What follows belongs to an exercise in optimizing a design on an open flow for small area, a short achievable clock period and few clock cycles; a production flow would make more cautious choices. RTL that was checked went through simulation tests only; none was proved equivalent to the original. Power is estimated from default activity; no workload was simulated.

==> ember <==
## dps_top
module dps_top (
    input  wire       clk,
    input  wire       rst,
    input  wire       in_valid,
    input  wire [7:0] in_data,
    output wire       in_ready,
    input  wire       bus_ok,
    output wire       rsp_valid,
    output wire [7:0] rsp_data,
    input  wire       rsp_ready,
    output wire       spi_cs_n,
    output wire       spi_dc,
    output wire       spi_sclk,
    output wire       spi_mosi,
    output reg        lcd_rst_n,
    output reg  [9:0] bl_duty,
    output reg        bl_pwm,
    output reg        diag,
    output reg  [4:0] faults,
    output reg        idle
);
    localparam ST_OP = 2'd0, ST_ARG = 2'd1, ST_PROG = 2'd2, ST_STRM = 2'd3;
    localparam O_INIT = 3'd0, O_ORI = 3'd1, O_WIN = 3'd2, O_STR = 3'd3,
               O_BRI = 3'd4, O_D16 = 3'd5;
    localparam K_NOP = 4'd0, K_ROT = 4'd1, K_RSTA = 4'd2, K_RSTD = 4'd3,
               K_END = 4'd4, K_ENDW = 4'd5, K_ENDI = 4'd6,
               K_TXC = 4'd8, K_TXM = 4'd9, K_TXCB = 4'd10,
               K_TXR = 4'd12, K_TXRA = 4'd13, K_TXRH = 4'd14, K_TXI = 4'd15;
    localparam [8:0] P_INIT = 9'd0, P_WIN = 9'd448, P_ORI = 9'd464,
                     P_CMD = 9'd468, P_D8 = 9'd470, P_D16 = 9'd472;
    localparam R_HOLD = 3'd0, R_SHIN = 3'd1, R_ROT = 3'd2, R_PHA = 3'd3,
               R_PHB = 3'd4, R_MUL = 3'd5, R_STRM = 3'd6, R_DUTY = 3'd7;
    reg  [7:0]  ib;           
    reg         ibv;
    reg         in_rdy;
    reg  [1:0]  st;
    reg  [2:0]  opq;
    reg         raw;
    reg  [8:0]  S;            
    reg  [3:0]  rk;           
    reg  [63:0] R;
    reg         ready, orient, primed;
    reg         bok;          
    reg         ord;          
    reg         eq;           
    reg         hf;           
    reg         bapp;         
    reg         c1, c2, c3, c4, c5, c6;    
    reg         rspv, r0, r6, rac;
    reg  [1:0]  rj;           
    reg  [9:0]  cn;           
    assign in_ready  = in_rdy;
    assign rsp_valid = rspv;
  ...
clock: 11.0 ns
lec_check: 0
abc_clock_period_in_ps: 2500
cap_margin: 20
core_margin: 2
core_utilization: 60
gpl_timing_driven: 1
place_density: 0.7
slew_margin: 20
standard.sh (not shown) runs the stock make flow with config.mk's settings and CLKGATE_MAP_FILE= SYNTH_SCRIPT=/design/flow/synth_recipe.tcl, a recipe that flattens the netlist after the stock synthesis.
==> flow/flow/run.sh <==
#!/bin/bash
# Standard layout; timing repair aims for setup slack of at least MARGIN ns
# at the design's clock period, so that it works on the design's real
# critical paths. Each step's full output goes to its own log file here.
set -euo pipefail
MARGIN=7.5
bash standard.sh synth > synth.log 2>&1
bash standard.sh SETUP_SLACK_MARGIN=$MARGIN finish > layout.log 2>&1
==> onyx: changes against ember <==
--- a/flow/design.v
+++ b/flow/design.v
@@ -580,26 +580,38 @@
             end
             cn <= cn + 10'd1;
         end
         opq <= opq_n; raw <= raw_n; S <= S_n; rk <= rk_n;
         ord <= ord_n; eq <= eq_n; hf <= hf_n;
         c1 <= c1_n; c2 <= c2_n; c3 <= c3_n; c4 <= c4_n; c5 <= c5_n; c6 <= c6_n;
     end
+    wire opB  = (rop == R_SHIN) | (rop == R_ROT);       
+    wire opA  = (rop == R_PHA);
+    wire opBB = (rop == R_PHB);
+    wire opM  = (rop == R_MUL);
+    wire opS  = (rop == R_STRM);
+    wire opD  = (rop == R_DUTY);
+    wire [63:0] bsh = {R[55:0], (rop == R_ROT) ? R[63:56] : ib};
+    wire top63 = opA ? (orient ? tb : ta) : opM ? msum[16] : bw;
+    wire top47 = opA ? (orient ? td : tc) : opM ? msum[0] : bv;
+    wire top31 = opA ? t1 : opM ? msum[17] : opS ? hbit : (i15 ? w16 : R[16]);
+    wire top15 = opA ? t2 : opS ? R[16] : bw;
+    wire b16   = (opBB & i15) ? w16 : R[17];
+    wire [63:0] rsh = {top63, R[63:49], top47, R[47:33], top31, R[31:18], b16,
+                       top15, R[15:1]};
+    wire shr   = opA | opBB;
+    wire srot  = opS & hrot;
     always @(posedge clk) begin
-        case (rop)
-            R_SHIN: R <= {R[55:0], ib};
-            R_ROT:  R <= {R[55:0], R[63:56]};
-            R_PHA:  R <= {orient ? tb : ta, R[63:49], orient ? td : tc, R[47:33],
-                          t1, R[31:17], t2, R[15:1]};
-            R_PHB:  R <= {bw, R[63:49], bv, R[47:33],
-                          i15 ? {w16, R[31:18], w16} : {R[16], R[31:17]},
-                          bw, R[15:1]};
-            R_MUL:  R <= {msum[16:0], R[47:33], msum[17], R[30:0]};
-            R_STRM: begin
-                if (hrot) R[31:5] <= {hbit, R[31:6]};
-                if (cdec) R[4:0] <= R[4:0] - 5'd1;
-            end
-            R_DUTY: R[25:16] <= bnd;
-            default: ;
-        endcase
+        if (opB) begin
+            R <= bsh;
+        end else begin
+            if (shr) R[63:48] <= rsh[63:48];
+            else if (opM) R[63:48] <= msum[16:1];
+            if (shr | opM) R[47:32] <= rsh[47:32];
+            if (shr | opM | srot) R[31] <= rsh[31];
+            if (shr | srot) R[30:5] <= rsh[30:5];
+            else if (opD) R[25:16] <= bnd;
+            if (shr) R[4:0] <= rsh[4:0];
+            else if (opS & cdec) R[4:0] <= R[4:0] - 5'd1;
+        end
     end
 endmodule
==> flow/flow/run.sh (replaced) <==
#!/bin/bash
# Standard layout; timing repair aims for setup slack of at least MARGIN ns
# at the design's clock period, so that it works on the design's real
# critical paths; ports are buffered with buf_2. Each step's full output
# goes to its own log file here.
set -euo pipefail
MARGIN=7.5
bash standard.sh synth > synth.log 2>&1
bash standard.sh SETUP_SLACK_MARGIN=$MARGIN \
    "BUFFER_PORTS_ARGS=-buffer_cell sky130_fd_sc_hd__buf_2" finish > layout.log 2>&1
--- a/flow/config.mk
+++ b/flow/config.mk
@@ -5,10 +5,13 @@
 export SDC_FILE = /design/flow/constraint.sdc
 export NUM_CORES = 4
 export LEC_CHECK = 0
 export ABC_CLOCK_PERIOD_IN_PS = 2500
 export CAP_MARGIN = 20
 export CORE_MARGIN = 2
 export CORE_UTILIZATION = 60
+export CTS_BUF_LIST = sky130_fd_sc_hd__clkbuf_4 sky130_fd_sc_hd__clkbuf_8
+export CTS_CLUSTER_DIAMETER = 80
+export CTS_CLUSTER_SIZE = 40
 export GPL_TIMING_DRIVEN = 1
 export PLACE_DENSITY = 0.7
 export SLEW_MARGIN = 20
==> comparison <==
- Of ember and onyx, ember has the higher count of clock-buffer cells in the layout (gap 1).
- Against onyx, the sequential power of ember is larger by 5.1%.
- In critical path depth, ember and onyx do not differ.
- Against onyx, the die area of ember is larger by about 0.7%.
- Global-route usage: onyx is lower than ember (0.79 points).
- Between onyx and ember, the lower sequential share of layout area is in ember (gap 0.88 points).
- Between onyx and ember, the lower clock power is in onyx (gap about 18%, measured against ember).
- Of onyx and ember, ember has the higher combinational power (gap about 70%, measured against ember).
- In onyx the non-clock buffer count is higher than in ember, by 4.
- Between onyx and ember, the lower routed wire length is in onyx (gap 3.6%, measured against ember).
Testbench counts of ember, summed over its fixed seeds: cycles 1,014,473.
Testbench counts of onyx, summed over its fixed seeds: cycles 1,014,473.

========
==> inputs of branch violet <==
dps_top, a different RTL version from the one above (not shown whole).
clock: 11.0 ns
lec_check: 0
abc_clock_period_in_ps: 2500
cap_margin: 20
core_margin: 2
core_utilization: 60
gpl_timing_driven: 1
place_density: 0.7
slew_margin: 20
==> flow/flow/run.sh <==
#!/bin/bash
# Standard layout; timing repair aims for setup slack of at least MARGIN ns
# at the design's clock period, so that it works on the design's real
# critical paths. Each step's full output goes to its own log file here.
set -euo pipefail
MARGIN=8.5
bash standard.sh synth > synth.log 2>&1
bash standard.sh SETUP_SLACK_MARGIN=$MARGIN finish > layout.log 2>&1
==> branch juniper: changes against branch violet <==
--- a/flow/flow/run.sh
+++ b/flow/flow/run.sh
@@ -5,3 +5,3 @@
 set -euo pipefail
-MARGIN=8.5
+MARGIN=7.5
 bash standard.sh synth > synth.log 2>&1
==> branch raven: changes against branch violet <==
==> flow/flow/run.sh (replaced) <==
#!/bin/bash
# Standard layout; timing repair aims for setup slack of at least MARGIN ns
# at the design's clock period, so that it works on the design's real
# critical paths, and may resize cells across footprints. Each step's full
# output goes to its own log file here.
set -euo pipefail
MARGIN=8.5
bash standard.sh synth > synth.log 2>&1
bash standard.sh SETUP_SLACK_MARGIN=$MARGIN MATCH_CELL_FOOTPRINT=0 \
    "BUFFER_PORTS_ARGS=-buffer_cell sky130_fd_sc_hd__buf_2" finish > layout.log 2>&1
==> qor summary <==
| metric | branch juniper | branch violet | branch raven |
|---|---|---|---|
| Result of the run | complete, no violations | complete, no violations | complete, no violations |
| Largest Pwr Group | registers | registers | clock |
| Max-slew headroom | 0.382 | 0.455 | 0.451 |
| Worst-margin pin slew | 926 ps | 814 ps | 823 ps |
| Worst VDD drop | 0.0956 mV | 0.116 mV | 0.112 mV |
| Detailed placer's ending HPWL | 27900 um | 27400 um | 28300 um |
| Routed wire length on met2 | 16800 um | 20500 um | 21900 um |
| Post-placement cell area | 12900 um^2 | 13200 um^2 | 13000 um^2 |
| Worst reg2reg path endpoint | R[31] | R[25] | R[31] |
| Worst hold margin | 459 ps | 482 ps | 469 ps |
| Endpoint with the worst hold slack | cn[0] | ready | cn[0] |
| Total clock network power | 578 uW | 569 uW | 687 uW |
| Final GP Congestion | 1.00 | 0.975 | 0.995 |
| Total number of vias | 11934 | 13852 | 13880 |
| Unrepaired setup endpoints after global routing | false | true | true |
| Share of the final layout cell area in multi-input gates | 0.553 | 0.524 | 0.523 |
| Share of total power consumed by net switching | 0.239 | 0.250 | 0.245 |
| FMAX | 0.289 GHz | 0.311 GHz | 0.311 GHz |
| GR Util met2 | 0.518 | 0.579 | 0.614 |
| Final min period | 3470 ps | 3220 ps | 3210 ps |
| Initial antenna violation count | 0 | 1 | 0 |
| Clock Power Share | 0.451 | 0.440 | 0.488 |
| Last element of the critical path | spi_dc | rsp_data[3] | rsp_data[2] |
| Most heavily used metal layer in global routing | met1 | met2 | met2 |
| Launch point of the worst path | u_spi.spi_dc | rac | rac |
| Placement Setup Slack | 7220 ps | 7250 ps | 7400 ps |
Function was not checked in any run of this note: the RTL went through the layout flow alone.

========
==> build 69: inputs <==
Another version of the RTL of dps_top (not shown whole).
## dps_top
module dps_top (
    input  wire       clk,
    input  wire       rst,
    input  wire       in_valid,
    input  wire [7:0] in_data,
    output wire       in_ready,
    input  wire       bus_ok,
    output wire       rsp_valid,
    output wire [7:0] rsp_data,
    input  wire       rsp_ready,
    output wire       spi_cs_n,
    output wire       spi_dc,
    output wire       spi_sclk,
    output wire       spi_mosi,
    output reg        lcd_rst_n,
    output reg  [9:0] bl_duty,
    output reg        bl_pwm,
    output reg        diag,
    output reg  [4:0] faults,
    output reg        idle
);
Settings: LEC_CHECK=0, ABC_CLOCK_PERIOD_IN_PS=2500, CAP_MARGIN=20, CORE_MARGIN=2, CORE_UTILIZATION=50, GPL_TIMING_DRIVEN=1, PLACE_DENSITY=0.6, SLEW_MARGIN=20; clock period 11.0 ns.
==> flow/flow/run.sh <==
#!/bin/bash
# Standard layout; timing repair aims for setup slack of at least MARGIN ns
# at the design's clock period, so that it works on the design's real
# critical paths; ports are buffered with buf_2. Each step's full output
# goes to its own log file here.
set -euo pipefail
MARGIN=7.8
bash standard.sh synth > synth.log 2>&1
bash standard.sh SETUP_SLACK_MARGIN=$MARGIN \
    "BUFFER_PORTS_ARGS=-buffer_cell sky130_fd_sc_hd__buf_2" finish > layout.log 2>&1
==> trial 79 (differences from build 69) <==
--- a/flow/design.v
+++ b/flow/design.v
@@ -487,14 +487,12 @@
                 end else if (k_rst) begin
                     if (spi_idle) begin lcd_n = rk[0]; adv = 1'b1; end
                 end else if (rk == K_ENDW) begin
                     if (spi_act & i15) st_n = ST_OP;
                 end else if (rk == K_ENDI) begin
-                    if (spi_idle) begin
-                        ready_n = 1'b1; bset = 1'b1; cons = 1'b1; rstart = 1'b1;
-                        st_n = ST_OP;
-                    end
+                    ready_n = 1'b1; bset = 1'b1; cons = 1'b1; rstart = 1'b1;
+                    st_n = ST_OP;
                 end else begin
                     st_n = ST_OP;
                 end
                 if (adv) begin S_n = S + 9'd1; rk_n = knext; end
                 if (phA) begin
--- a/flow/config.mk
+++ b/flow/config.mk
@@ -6,9 +6,12 @@
 export NUM_CORES = 4
 export LEC_CHECK = 0
 export ABC_CLOCK_PERIOD_IN_PS = 2500
 export CAP_MARGIN = 20
 export CORE_MARGIN = 2
-export CORE_UTILIZATION = 50
+export CORE_UTILIZATION = 60
+export CTS_BUF_LIST = sky130_fd_sc_hd__clkbuf_4 sky130_fd_sc_hd__clkbuf_8
+export CTS_CLUSTER_DIAMETER = 80
+export CTS_CLUSTER_SIZE = 40
 export GPL_TIMING_DRIVEN = 1
-export PLACE_DENSITY = 0.6
+export PLACE_DENSITY = 0.7
 export SLEW_MARGIN = 20
==> trial 74 (differences from build 69) <==
--- a/flow/config.mk
+++ b/flow/config.mk
@@ -6,9 +6,9 @@
 export NUM_CORES = 4
 export LEC_CHECK = 0
 export ABC_CLOCK_PERIOD_IN_PS = 2500
 export CAP_MARGIN = 20
 export CORE_MARGIN = 2
-export CORE_UTILIZATION = 50
-export GPL_TIMING_DRIVEN = 1
-export PLACE_DENSITY = 0.6
+export CORE_UTILIZATION = 60
+export GPL_TIMING_DRIVEN = 0
+export PLACE_DENSITY = 0.7
 export SLEW_MARGIN = 20
==> qor summary <==
Result of the run: trial 79 timing/DRC/antenna clean; build 69 timing/DRC/antenna clean; trial 74 timing/DRC/antenna clean
Total Routing Usage GR: trial 79 0.3363; build 69 0.3075; trial 74 0.3982
Comb_multi_in: trial 79 1,116; build 69 1,107; trial 74 1,105
Count of plain and timing-repair buffers in the layout: trial 79 76; build 69 77; trial 74 177
Growth of design area from synthesis to finish: trial 79 9.315%; build 69 10.70%; trial 74 14.14%
Nets: trial 79 1,498; build 69 1,493; trial 74 1,591
Via total after detailed routing: trial 79 11,423; build 69 11,249; trial 74 12,409
Combinational logic power: trial 79 91.4 uW; build 69 998 uW; trial 74 1160 uW
Worst stage delay on the critical path: trial 79 0.43 ns; build 69 0.36 ns; trial 74 0.40 ns
Min setup slack post-route: trial 79 7.757 ns; build 69 7.851 ns; trial 74 7.714 ns
Die Span X: trial 79 145.5 microns; build 69 158.8 microns; trial 74 145.3 microns
Post-synthesis instance total: trial 79 1,426; build 69 1,425; trial 74 1,425
Non-clk invs: trial 79 55; build 69 58; trial 74 58
Die area: trial 79 21,160 sq um; build 69 25,210 sq um; trial 74 21,110 sq um
Int Pwr: trial 79 894.3 uW; build 69 1390 uW; trial 74 1419 uW
Placed instance count: trial 79 1,644; build 69 1,693; trial 74 1,733
Power after layout: trial 79 1225 uW; build 69 2437 uW; trial 74 2563 uW
Testbench counts of build 69, summed over its fixed seeds: cycles 1,014,566.
Testbench counts of trial 74, summed over its fixed seeds: cycles 1,014,566.
No functional check of the RTL was part of trial 79.

========
==> exp/nickel <==
dps_top with an RTL version that a note above also has.
Settings: LEC_CHECK=0, ABC_CLOCK_PERIOD_IN_PS=2500, CAP_MARGIN=20, CORE_MARGIN=2, CORE_UTILIZATION=72, CTS_BUF_LIST=sky130_fd_sc_hd__clkbuf_4 sky130_fd_sc_hd__clkbuf_8, CTS_CLUSTER_DIAMETER=80, CTS_CLUSTER_SIZE=40, GPL_TIMING_DRIVEN=1, PLACE_DENSITY=0.8, SLEW_MARGIN=20; clock period 11.0 ns.
Scripts as last shown in full above: flow/flow/run.sh
==> inputs of exp/zinc, as changes to exp/nickel <==
--- a/flow/design.v
+++ b/flow/design.v
@@ -486,14 +486,16 @@
                     if (rk[0]) rop = R_ROT;
                 end else if (k_rst) begin
                     if (spi_idle) begin lcd_n = rk[0]; adv = 1'b1; end
                 end else if (rk == K_ENDW) begin
                     if (spi_act & i15) st_n = ST_OP;
                 end else if (rk == K_ENDI) begin
-                    ready_n = 1'b1; bset = 1'b1; cons = 1'b1; rstart = 1'b1;
-                    st_n = ST_OP;
+                    if (spi_idle) begin
+                        ready_n = 1'b1; bset = 1'b1; cons = 1'b1; rstart = 1'b1;
+                        st_n = ST_OP;
+                    end
                 end else begin
                     st_n = ST_OP;
                 end
                 if (adv) begin S_n = S + 9'd1; rk_n = knext; end
                 if (phA) begin
                     rop = R_PHA;
==> flow/config.mk (replaced) <==
export PLATFORM = sky130hd
export DESIGN_NAME = dps_top
export DESIGN_NICKNAME = dps_top
export VERILOG_FILES = /design/flow/design.v
export SDC_FILE = /design/flow/constraint.sdc
export NUM_CORES = 4
export LEC_CHECK = 0
export ABC_CLOCK_PERIOD_IN_PS = 2500
export CAP_MARGIN = 20
export CORE_MARGIN = 2
export CORE_UTILIZATION = 60
export CTS_BUF_LIST = sky130_fd_sc_hd__clkbuf_16
export CTS_CLUSTER_DIAMETER = 100
export CTS_CLUSTER_SIZE = 50
export GPL_TIMING_DRIVEN = 1
export PLACE_DENSITY = 0.7
export SLEW_MARGIN = 20
==> inputs of exp/violet, as changes to exp/nickel <==
--- a/flow/design.v
+++ b/flow/design.v
@@ -547,17 +547,15 @@
                 rj <= 2'd3; {rac, r6, r0} <= {2'b00, in_prog};
             end
         end else if (rtake) begin
             rj <= rj + 2'd1; {rac, r6, r0} <= rspd(rj + 2'd1, orient);
         end
     end
-    wire [9:0] duty_n = bapp ? R[25:16] : bl_duty;
     wire ibv_n = take | (ibv & ~cons);
     wire fast_n = (in_op & ~rspv & ~(ibv & ib_slow)) |
                   (in_arg & ~((S[2:0] == 3'd7) & (ibv | (opq == O_INIT)))) |
-                  (in_arg & (S[2:0] == 3'd7) & ibv & (opq == O_STR) & ~spi_act) |
                   (in_prog & (((rk == K_ENDW) & spi_act & i15) | (rk == K_END))) |
                   (in_strm & go & s_last);
     always @(posedge clk) begin
         if (take) ib <= in_data;
         bok <= bus_ok;
         if (rst) begin
@@ -571,14 +569,18 @@
             in_rdy <= ~ibv_n | fast_n;
             st <= st_n;
             ready <= ready_n; orient <= orient_n; primed <= primed_n;
             lcd_rst_n <= lcd_n; faults <= faults_n; diag <= diag_n;
             bapp <= bapp_n;
             idle <= in_op & ~ibv & spi_idle & ~bapp & ~rspv & ~take;
-            if (bapp) bl_duty <= R[25:16];
-            bl_pwm <= cn < duty_n;
+            if (bapp) begin
+                bl_duty <= R[25:16];
+                bl_pwm  <= cn < R[25:16];
+            end else begin
+                bl_pwm  <= cn < bl_duty;
+            end
             cn <= cn + 10'd1;
         end
         opq <= opq_n; raw <= raw_n; S <= S_n; rk <= rk_n;
         ord <= ord_n; eq <= eq_n; hf <= hf_n;
         c1 <= c1_n; c2 <= c2_n; c3 <= c3_n; c4 <= c4_n; c5 <= c5_n; c6 <= c6_n;
     end
==> flow/flow/run.sh (replaced) <==
#!/bin/bash
# Standard layout; timing repair aims for setup slack of at least MARGIN ns
# at the design's clock period, so that it works on the design's real
# critical paths; ports are buffered with buf_2. Each step's full output
# goes to its own log file here.
set -euo pipefail
MARGIN=7.5
bash standard.sh synth > synth.log 2>&1
bash standard.sh SETUP_SLACK_MARGIN=$MARGIN \
    "BUFFER_PORTS_ARGS=-buffer_cell sky130_fd_sc_hd__buf_2" finish > layout.log 2>&1
==> flow/config.mk (replaced) <==
export PLATFORM = sky130hd
export DESIGN_NAME = dps_top
export DESIGN_NICKNAME = dps_top
export VERILOG_FILES = /design/flow/design.v
export SDC_FILE = /design/flow/constraint.sdc
export NUM_CORES = 4
export LEC_CHECK = 0
export ABC_CLOCK_PERIOD_IN_PS = 2500
export CAP_MARGIN = 20
export CORE_MARGIN = 2
export CORE_UTILIZATION = 60
export GPL_TIMING_DRIVEN = 1
export PLACE_DENSITY = 0.7
export SLEW_MARGIN = 20
==> implementation parameters <==
Parameter                              Value

Critical path
  Buffer and inverter count on the worst path    0
  Origin of the critical flop-to-flop path    S[4]

Min path
  Beginning of the worst hold path    faults[4]

Run status
  Run status  timing/DRC/antenna clean

Layout
  Share of final-layout standard cells stronger than drive strength 1    0.1238
  Signed area change from the synthesized netlist to the final layout    8.430%

GRT
  GRT Resource Usage Total    0.4147

Synthesis
  Number of standard cells after synthesis    1426

Pwr
  Total sequential power    0.000658 W
  Proportion of power drawn by the clock network    0.384

Floorplan
  Chip width    133.1 um

Timing
  Worst clock skew    0.02006 ns
-- figures above: exp/nickel

==> implementation parameters <==
Parameter                              Value

Run status
  Run status  timing/DRC/antenna clean

Critical path
  Buffer and inverter count on the worst path    1
  Origin of the critical flop-to-flop path    S[0]

Layout
  Share of final-layout standard cells stronger than drive strength 1    0.1295
  Clock distribution area overhead in the final layout    0.04218

Pwr
  Total sequential power    0.000844 W

GRT
  GRT Resource Usage Total    0.3458

Synthesis
  Number of standard cells after synthesis    1425

Min path
  Beginning of the worst hold path    cn[0]

Timing
  Worst clock skew    0.01656 ns

Floorplan
  Chip width    145.3 um
-- figures above: exp/zinc

==> implementation parameters <==
Parameter                              Value

Run status
  Run status  timing/DRC/antenna clean

Layout
  Share of final-layout standard cells stronger than drive strength 1    0.1028
  Signed area change from the synthesized netlist to the final layout    8.474%

Pwr
  Total sequential power    0.000650 W
  Proportion of power drawn by the clock network    0.471

GRT
  GRT Resource Usage Total    0.3363

Synthesis
  Number of standard cells after synthesis    1441

Critical path
  Buffer and inverter count on the worst path    1
-- figures above: exp/violet

Testbench counts of exp/zinc, summed over its fixed seeds: cycles 1,014,566.
Testbench counts of exp/violet, summed over its fixed seeds: cycles 1,014,473.
For exp/nickel, only the layout was checked, not whether the RTL still works.

==> static timing again, ports no longer ideal <==
The results above use ideal ports. As a check the final layouts listed here were re-extracted and re-timed, cells and wires unchanged. Step 1, drivers: a clkbuf_16 drives clk and a buf_2 each remaining input, both assumed. Step 2 times the ports against the registers' clock, not the clock port: input delays grow and output delays shrink by t, the midpoint of the rising clock arrivals with the driver on. Three values: ideal, step 1, step 2; two values: the first two.
run | t, ns | setup slack, ns | worst hold slack (ns) | worst setup path after step 2 | latest minus earliest clock arrival (ns)
ember | 0.492 | 7.528 / 7.477 / 7.414 | 0.466 / 0.466 / 0.466 | input to register | 0.020 / 0.019
onyx | 0.517 | 7.587 / 7.543 / 7.584 | 0.457 / 0.457 / 0.457 | input to register | 0.020 / 0.020
branch violet | 0.500 | 7.779 / 7.727 / 7.724 | 0.482 / 0.482 / 0.482 | input to register | 0.012 / 0.012
branch juniper | 0.481 | 7.534 / 7.487 / 7.177 | 0.459 / 0.459 / 0.459 | input to register | 0.012 / 0.012
branch raven | 0.493 | 7.790 / 7.742 / 7.701 | 0.469 / 0.469 / 0.469 | input to register | 0.014 / 0.014
build 69 | 0.483 | 7.851 / 7.802 / 7.517 | 0.442 / 0.442 / 0.442 | input to register | 0.012 / 0.012
trial 79 | 0.518 | 7.757 / 7.713 / 7.682 | 0.453 / 0.453 / 0.453 | input to register | 0.015 / 0.015
trial 74 | 0.495 | 7.714 / 7.664 / 7.534 | 0.446 / 0.446 / 0.446 | input to register | 0.021 / 0.021
exp/nickel | 0.513 | 7.734 / 7.734 / 7.697 | 0.455 / 0.455 / 0.455 | input to register | 0.021 / 0.020
exp/zinc | 0.488 | 7.824 / 7.774 / 7.563 | 0.437 / 0.437 / 0.437 | input to register | 0.016 / 0.016
exp/violet | 0.488 | 7.533 / 7.485 / 7.587 | 0.449 / 0.449 / 0.449 | input to register | 0.011 / 0.011
After both steps setup and hold are still met in every run listed. For branch juniper, which loses most, drivers alone change the setup slack by -0.047 ns; drivers and shift together by -0.357 ns.
